What follows belongs to an exercise in optimizing a design on an open flow for small area, a short achievable clock period and few clock cycles; a production flow would make more cautious choices.
In this exercise RTL edits were held to simulation tests only and were not proved equivalent to the original.
Power and IR drop assume default switching activity.

Setup of trial 15:
==> flow/design.v (excerpt) <==
module autd3_cpu (
    input  wire        clk,
    input  wire        rst,
    input  wire        frame_valid,
    input  wire        tick_valid,
    output wire        evt_ready,
    output reg  [6:0]  hdr_addr,
    input  wire [7:0]  hdr_data,
    output reg  [7:0]  bulk_addr,
    input  wire [15:0] bulk_data,
    output reg         bus_valid,
    output reg         bus_we,
    output reg  [2:0]  bus_bank,
    output reg  [13:0] bus_addr,
    output reg  [15:0] bus_wdata,
    input  wire        bus_ready,
    input  wire [15:0] bus_rdata,
    input  wire [63:0] dc_now,
    input  wire [63:0] dc_next_start,
    input  wire [63:0] dc_period,
    output reg  [15:0] tx_ack
);
Size in the first run: about 350 flip-flops, about 300 I/O pins, roughly 18000 um^2 of cells after synthesis.
export LEC_CHECK = 0
export CAP_MARGIN = 20
export CORE_MARGIN = 2
export CORE_UTILIZATION = 55
export CTS_BUF_LIST = sky130_fd_sc_hd__clkbuf_8
export CTS_CLUSTER_SIZE = 25
export PLACE_DENSITY = 0.7
export SETUP_SLACK_MARGIN = 5
export SLEW_MARGIN = 20
create_clock -name core_clock -period 9.0 [get_ports {clk}]
standard.sh (not shown) runs the stock make flow with config.mk's settings and CLKGATE_MAP_FILE= SYNTH_SCRIPT=/design/flow/synth_recipe.tcl, a recipe that flattens the netlist after the stock synthesis.
==> flow/flow/run.sh <==
#!/bin/bash
# Standard layout, with the port buffers made from sky130_fd_sc_hd__buf_1
# instead of the delay cell buffer_ports picks by default, and timing repair
# aiming at a setup slack of 5.8 ns.
set -euo pipefail
bash standard.sh "BUFFER_PORTS_ARGS=-buffer_cell sky130_fd_sc_hd__buf_1" SETUP_SLACK_MARGIN=5.8 finish > standard_flow.log 2>&1
Testbench counts of trial 15, summed over its fixed seeds: cycles 64,577.
Relative to trial 15, the following input files were edited for build 77:
--- a/flow/design.v
+++ b/flow/design.v
@@ -47,18 +47,19 @@
     reg [1:0]  seq_mode;
     reg        seq_pending;
     reg        which;
     reg [63:0] sync_n;
     reg [63:0] now_s;
     reg [1:0]  c_g, c_p;
     reg [7:0]  per_r;
     reg [2:0]  kc;
     reg        tcar;
+    reg [7:0]  t_lo;
     wire sf      = ~bus_valid | bus_ready;           
     wire rd_done = bus_valid & ~bus_we & bus_ready;
     wire [6:0] ha_inc = hdr_addr + 7'd1;
     wire [7:0] ba_inc = bulk_addr + 8'd1;
     wire       t_last = (bulk_addr == 8'd248);
     wire [1:0] gain_last = (seq_mode == MODE_PHASE_FULL) ? 2'd1 :
                            (seq_mode == MODE_PHASE_HALF) ? 2'd3 : 2'd0;
     wire       g_last    = (jc == gain_last);
     reg  [3:0]  nib;
@@ -153,19 +154,19 @@
     wire gw_slot  = gw_go & t_last;
     wire gs_go    = s_gseg & sf;
     wire ss_go    = s_ssend & sf;
     wire dl_go    = s_dly & sf;
     wire dl_done  = dl_go & t_last;
     wire en_go    = s_end & sf;
     wire tail_go  = d_ptail | (sd_go & ~sd_pw) | (pw_rec & ~p_wrap & p_last) | (ps_go & p_last) |
                     (gw_slot & ~g_wrap & g_last) | (gs_go & g_last);
     wire redo     = (c_g != 2'd2) | (c_p == 2'd2);
-    wire tw_lo    = s_twt & ~kc[0] & sf;        
+    wire tw_lo    = s_twt & ~kc[0];             
     wire tw_go    = s_twt & kc[0] & sf;         
     wire tw_done  = tw_go & (kc == 3'd7);
     wire ti_go    = s_tinit & sf;
     wire tf_go    = s_tinf & sf;
     wire aw_done  = s_taw & rd_done & (bus_addr[1:0] == 2'd0) & ~bus_rdata[{3'b100, which}];
     wire aw_rd    = s_taw & sf & ~aw_done;
     wire aw_next  = aw_done & ~which & seq_pending;
     wire w_drive  = d_clr | d_drv | cd_go | dr_go;            
     wire w_delay  = d_dly | dl_go;                            
@@ -216,20 +217,19 @@
         ({16{w_gain}}                & gain_word) |
         ({16{mb_adv}}                & {hdr_data, mod_carry}) |
         ({16{me_car}}                & {8'h00, mod_carry}) |
         ({16{ms_go}}                 & {1'b0, mod_cur[30:15]}) |
         ({16{w_mcyc}}                & mod_cur[15:0]) |
         ({16{me_flg | mf_go}}        & {8'h00, hdr_data}) |
         ({16{ps_go}}                 & seq_cur[26:11]) |
         ({16{gs_go}}                 & seq_cur[21:6]) |
         ({16{ss_go}}                 & seq_cur[15:0]) |
-        ({16{tw_go}}                 & {tsum[7:0], bus_wdata[7:0]}) |
-        ({16{tw_lo}}                 & {8'h00, tsum[7:0]}) |
+        ({16{tw_go}}                 & {tsum[7:0], t_lo}) |
         ({16{ti_go}}                 & {6'd0, which, ~which, fpga_flags}) |
         ({16{cr_go & cr_last}}       & 16'h0004);
     wire ha_set2 = s_h0 & ~rep;
     wire ha_set3 = s_h1;
     wire ha_set1 = s_h2 | (mh_exit & mh_empty) | (dr_done & ~f_mb & (nlen == 7'd4)) | (mb_adv & ~m_wrap & m_last) | (ms_go & m_last);
     wire ha_set4 = d_drv | d_mh;
     wire ha_set5 = (s_drv | s_mhead) & (hdr_addr == 7'd4) & ~(mh_exit & mh_empty);
     wire ha_inc1 = (mb_adv & ~m_wrap & ~m_last) | (ms_go & ~m_last);
     wire ha_zero = d_idle | en_go;
@@ -289,19 +289,19 @@
             s_taw   <= (ti_go & ~info_req) | tf_go | (s_taw & ~aw_done);
         end
     end
     always @(posedge clk) begin
         if (rst) begin
             bus_valid <= 1'b0;
         end else begin
             bus_valid <= issue | (bus_valid & ~bus_ready);
         end
-        if (issue | tw_lo) begin      
+        if (issue) begin
             bus_we    <= ~is_rd;
             bus_bank  <= nx_bank;
             bus_addr  <= nx_addr;
             bus_wdata <= nx_wdata;
         end
     end
     always @(posedge clk) begin
         if (rst) begin
             hdr_addr  <= 7'd0;
@@ -397,11 +397,12 @@
             per_r  <= per_nx;
             kc     <= kc + 3'd1;
         end
         if (s_tcmp) begin
             c_g <= g_sum[9:8];
             c_p <= p_sum[9:8];
         end
         if (s_tdec)              tcar <= 1'b0;
         else if (tw_lo | tw_go)  tcar <= tsum[8];
+        if (tw_lo) t_lo <= tsum[7:0];
     end
 endmodule
### Flow results
Looking at the reports, build 77 completed the entire flow and the layout it produced met the timing, design-rule and antenna checks. Build 77 vs trial 15: global-route usage up in build 77. Compared with trial 15, build 77 shows a count of placed standard cells in the final layout, fillers left out that is about 1.1% higher. The standard cells in build 77 occupy more silicon area than those in trial 15 do. Compared with trial 15, build 77 shows sum of net half-perimeters after detailed placement that has gone up by more than 10%. Summary of build 77 over trial 15: worst hold slack essentially unchanged; area of the mapped netlist climbed about 1.1%; clock network fraction of design power fell 3.2 points. As far as arithmetic-cell share of the synthesized area counting full adders, half adders and majority gates is concerned, trial 15 and build 77 perform about the same. Measured against each other, trial 15 and build 77 differ in power, the higher figure coming from build 77.
Testbench counts of build 77, summed over its fixed seeds: cycles 64,577.

static timing again, ports no longer ideal:
How much do the figures lean on ideal ports? The routed layouts below were timed once more, with nothing changed but the port constraints.
Step 1 sets driving cells, clkbuf_16 on the clock port and buf_2 on the other inputs (assumed; they add their load-dependent delay and slew).
Step 2 also shifts input and output timing later by t, the mid clock arrival at the registers, as if the neighbouring blocks saw the same clock.
Slacks: ideal / step 1 / step 2; pairs: ideal / step 1.
run	t (ns)	setup WS [ns]	slew at the worst register clock pin (ns)
trial 15	0.681	5.728 / 5.728 / 5.108	0.07 / 0.07
build 77	0.679	5.701 / 5.701 / 5.117	0.07 / 0.07
After both steps every run listed still meets setup and hold. The setup slack of trial 15, which loses most, moves by 0.000 ns with the drivers and by -0.620 ns with both steps.
